From an optimization exercise on the open Yosys and OpenROAD flow, aimed at small area, a short achievable clock period and few clock cycles per item; shortcuts taken in it are not production practice. RTL that was checked went through simulation tests only; none was proved equivalent to the original.

// dmr_fec
module dmr_fec (
    input  wire         clk,
    input  wire         rst,         
    input  wire         start,
    input  wire [1:0]   op,
    input  wire [195:0] din,
    output wire         ready,
    output reg          done,
    output reg  [195:0] dout,
    output reg          corr,
    output reg          fail,
    output reg  [7:0]   ncorr
);
    reg         v;           
    reg [1:0]   rop;
    reg [195:0] rin;
    reg         iter;        
    reg [2:0]   npass;       
    reg [195:0] w0;          
    assign ready = !(iter && v);
    wire in_enc = (op == 2'd0);
    wire [195:0] din_m;
    assign din_m[0] = !in_enc & din[0];
    assign din_m[1] = !in_enc & din[181];
    assign din_m[2] = !in_enc & din[166];
    assign din_m[3] = !in_enc & din[151];
    assign din_m[4] = in_enc ? din[0] : din[136];
    assign din_m[5] = in_enc ? din[1] : din[121];
    assign din_m[6] = in_enc ? din[2] : din[106];
    assign din_m[7] = in_enc ? din[3] : din[91];
    assign din_m[8] = in_enc ? din[4] : din[76];
    assign din_m[9] = in_enc ? din[5] : din[61];
    assign din_m[10] = in_enc ? din[6] : din[46];
    assign din_m[11] = in_enc ? din[7] : din[31];
    assign din_m[12] = !in_enc & din[16];
    assign din_m[13] = !in_enc & din[1];
    assign din_m[14] = !in_enc & din[182];
    assign din_m[15] = !in_enc & din[167];
    assign din_m[16] = in_enc ? din[8] : din[152];
    assign din_m[17] = in_enc ? din[9] : din[137];
    assign din_m[18] = in_enc ? din[10] : din[122];
    assign din_m[19] = in_enc ? din[11] : din[107];
    assign din_m[20] = in_enc ? din[12] : din[92];
    assign din_m[21] = in_enc ? din[13] : din[77];
    assign din_m[22] = in_enc ? din[14] : din[62];
    assign din_m[23] = in_enc ? din[15] : din[47];
    assign din_m[24] = in_enc ? din[16] : din[32];
    assign din_m[25] = in_enc ? din[17] : din[17];
    assign din_m[26] = in_enc ? din[18] : din[2];
    assign din_m[27] = !in_enc & din[183];
    assign din_m[28] = !in_enc & din[168];
    assign din_m[29] = !in_enc & din[153];
    assign din_m[30] = !in_enc & din[138];
    assign din_m[31] = in_enc ? din[19] : din[123];
    assign din_m[32] = in_enc ? din[20] : din[108];
    assign din_m[33] = in_enc ? din[21] : din[93];
    assign din_m[34] = in_enc ? din[22] : din[78];
  ...
make LEC_CHECK=0 CAP_MARGIN=20 CORE_MARGIN=2 CORE_UTILIZATION=25 PLACE_DENSITY=0.45 SLEW_MARGIN=20 finish   # period 50.0 ns
run.sh (not shown) runs the stock make flow with config.mk's settings and CLKGATE_MAP_FILE= SYNTH_SCRIPT=/design/flow/synth_recipe.tcl, a recipe that flattens the netlist after the stock synthesis.
Change:
--- a/flow/config.mk
+++ b/flow/config.mk
@@ -7,0 +8 @@
+export ABC_AREA = 1
Critical path depth climbs by 6; global-route usage climbs by 5.5 points; synthesized cell count climbs by about 64%.
No functional check of the RTL was part of any run of this note.

* * *

== pepper ==
dmr_fec again, from the RTL that the note above started with.
Settings: LEC_CHECK=0, CAP_MARGIN=20, CORE_MARGIN=2, CORE_UTILIZATION=25, PLACE_DENSITY=0.45, SLEW_MARGIN=20; clock period 50.0 ns.
standard.sh (not shown) runs the stock make flow with config.mk's settings and CLKGATE_MAP_FILE= SYNTH_SCRIPT=/design/flow/synth_recipe.tcl, a recipe that flattens the netlist after the stock synthesis.
==> flow/flow/run.sh <==
#!/bin/bash
# Standard ORFS layout at the design's clock and constraints; repair_timing
# is asked to leave a setup margin so that it shortens the critical paths.
bash standard.sh SETUP_SLACK_MARGIN=38 finish > standard.log 2>&1
Here is what was changed in the inputs of harbor compared with pepper.
==> flow/flow/run.sh <==
#!/bin/bash
# standard layout, with its output kept in a log file
bash standard.sh > standard.log 2>&1
Findings:
harbor: full flow OK, the timing, design-rule and antenna checks passed. Summary of harbor over pepper: number of global-route vias before repair went down 525; number of diodes added for antenna fixing now smaller; design area fell by about 7%; detailed-routed wire length on met2 went up by 2.3%. pepper reports its slowest library cell on the worst path as sky130_fd_sc_hd__clkdlybuf4s50_1 while harbor reports sky130_fd_sc_hd__o21ai_0. Compared harbor vs pepper, and number of cells in the design after placement is up in harbor. Relative to pepper, harbor improves via count. harbor ended up with corr$_DFF_P_ as its capture point of the worst path; pepper ended up with dout[22].
Function was not checked in any run of this note: the RTL went through the layout flow alone.

* * *

Setup of job 7587:
dmr_fec, a different RTL version from the one above (not shown whole).
For scale: ~5,100 cells after synthesis, about 610 flip-flops, roughly 410 I/O pins, ~54,000 sq um of cells after synthesis.
make LEC_CHECK=0 CAP_MARGIN=30 CORE_MARGIN=2 CORE_UTILIZATION=35 PLACE_DENSITY=0.55 SLEW_MARGIN=40 finish   # period 50.0 ns
run.sh (not shown) runs the stock make flow with config.mk's settings and CLKGATE_MAP_FILE= SYNTH_SCRIPT=/design/flow/synth_recipe.tcl, a recipe that flattens the netlist after the stock synthesis.
Stock flow here: none of the scripts above is used.
Job 7587 went all the way through synthesis, placement and routing and the layout is clean on timing, DRC and antenna.
Testbench counts of job 7587, summed over its fixed seeds: cycles 5,628, items 4,800.
### job 7587 -> job 2483
Settings: SLEW_MARGIN: 40 -> 20; CORE_UTILIZATION: 35 -> 25; CAP_MARGIN: 30 -> 20; PLACE_DENSITY: 0.55 -> 0.45.
==> flow/flow/run.sh (new file) <==
#!/bin/bash
# Standard ORFS layout at the design's clock and constraints, with:
#  - repair_timing asked to leave a setup margin (shorter critical paths),
#  - plain buf_2 cells as the port buffers.
bash standard.sh SETUP_SLACK_MARGIN=39 \
  BUFFER_PORTS_ARGS="-buffer_cell sky130_fd_sc_hd__buf_2" \
  finish > standard.log 2>&1
==> flow/standard.sh (new file) <==
#!/bin/bash
# synth_recipe.tcl (not shown) runs the flow's synth.tcl, then flattens the netlist and writes it again
# the make line also repeats each setting of config.mk as NAME=value (left out here)
make -C /OpenROAD-flow-scripts/flow DESIGN_CONFIG=/design/flow/config.mk WORK_HOME=/design/flow/orfs CLKGATE_MAP_FILE= SYNTH_SCRIPT=/design/flow/synth_recipe.tcl "${@:-finish}"
removed: flow/run.sh
[summary]
- On worst setup slack: between job 7587 and job 2483, it ends up lower for job 7587.
- Per the comparison of job 2483 with job 7587, non-clock buffer count moved up.
- Met1 routing resource usage after global routing (job 2483 over job 7587): decrease, 9.7 points
- Job 7587 and job 2483 ended up with nearly the same synthesized area.
- Timing, DRC, antenna: 0 failures across job 7587 and job 2483
- Taking job 7587 as the reference, in job 2483 clock latency of the later-clocked register in the worst-skew pair saw an increase; routed wire length increased about 10%; number of placement rows now sits higher; placement-stage worst setup slack fell 1.37 ns; sequential share of layout area lost 1.6 points.
Here is what was changed in the inputs of job 6867 compared with job 2483.
Settings: changing CORE_UTILIZATION from 25 to 35; changing PLACE_DENSITY from 0.45 to 0.55; changing CAP_MARGIN from 20 to 30.
--- a/flow/flow/run.sh
+++ b/flow/flow/run.sh
@@ -4,3 +4,3 @@
 #  - plain buf_2 cells as the port buffers.
-bash standard.sh SETUP_SLACK_MARGIN=39 \
+bash standard.sh SETUP_SLACK_MARGIN=38.5 \
   BUFFER_PORTS_ARGS="-buffer_cell sky130_fd_sc_hd__buf_2" \
Results
Setup slack: job 6867 less than job 2483
The run showing the smaller post-route cell area is job 6867.
Across both runs, pre-CTS setup slack was higher for job 6867 than for job 2483.
In the reports for job 6867 and job 2483, the smaller shortest clock period the worst path allows after layout belongs to job 2483.
> inputs changed (job 6867 -> job 6094)
Settings: an added CTS_CLUSTER_DIAMETER of 80; an added CTS_CLUSTER_SIZE of 20.
--- a/flow/flow/run.sh
+++ b/flow/flow/run.sh
@@ -3,5 +3,7 @@
 #  - repair_timing asked to leave a setup margin (shorter critical paths),
-#  - plain buf_2 cells as the port buffers.
+#  - plain buf_2 cells as the port buffers,
+#  - no dummy loads in the clock tree.
 bash standard.sh SETUP_SLACK_MARGIN=38.5 \
   BUFFER_PORTS_ARGS="-buffer_cell sky130_fd_sc_hd__buf_2" \
+  CTS_ARGS="-sink_clustering_enable -repair_clock_nets -dont_use_dummy_load -sink_clustering_size 20 -sink_clustering_max_diameter 80" \
   finish > standard.log 2>&1
Compared with job 6867, in job 6094 layout buffer count excluding clock buffers moved down, final-layout non-clock buffer area share moved down, global-route wire length before repair decreased by about 0.37% relative to the old numbers, worst hold slack picked up an extra 0.0033 ns.

port drivers added, routing unchanged:
How much do the figures lean on ideal ports? The routed layouts below were timed once more, with nothing changed but the port constraints.
Step 1, drivers: a clkbuf_16 drives clk and a buf_2 each remaining input, both assumed.
Step 2 moves the port delays by t, midway between the first and last clock arrival at a register: inputs arrive t later, outputs are due t later. That takes back most of the time a late clock gives input paths.
Slacks: ideal ports / drivers / drivers and shift; pairs: ideal ports / drivers.
| run | t (ns) | slack for setup (ns) | worst hold slack (ns) | latest minus earliest clock arrival (ns) | slew at the worst register clock pin (ns) |
|---|---|---|---|---|---|
| the first run of note 1 | 0.859 | 34.865 / 34.865 / 34.865 | 0.416 / 0.416 / 0.416 | 0.072 / 0.071 | 0.08 / 0.08 |
| the second run of note 1 | 0.875 | 35.132 / 35.132 / 35.132 | 0.411 / 0.411 / 0.411 | 0.095 / 0.095 | 0.07 / 0.07 |
| pepper | 0.857 | 37.992 / 37.888 / 37.435 | 0.408 / 0.408 / 0.408 | 0.079 / 0.079 | 0.07 / 0.07 |
| harbor | 0.859 | 34.865 / 34.865 / 34.865 | 0.416 / 0.416 / 0.416 | 0.072 / 0.071 | 0.08 / 0.08 |
| job 7587 | 0.796 | 35.673 / 35.673 / 35.673 | 0.418 / 0.418 / 0.418 | 0.045 / 0.046 | 0.07 / 0.07 |
| job 2483 | 0.853 | 38.512 / 38.423 / 38.196 | 0.453 / 0.453 / 0.453 | 0.056 / 0.055 | 0.07 / 0.07 |
| job 6867 | 0.820 | 38.447 / 38.348 / 37.834 | 0.416 / 0.416 / 0.416 | 0.071 / 0.071 | 0.08 / 0.08 |
| job 6094 | 0.782 | 38.309 / 38.309 / 37.874 | 0.419 / 0.419 / 0.419 | 0.086 / 0.087 | 0.09 / 0.09 |
After both steps setup and hold are still met in every run listed. For job 6867, which loses most, drivers alone change the setup slack by -0.099 ns; drivers and shift together by -0.613 ns.
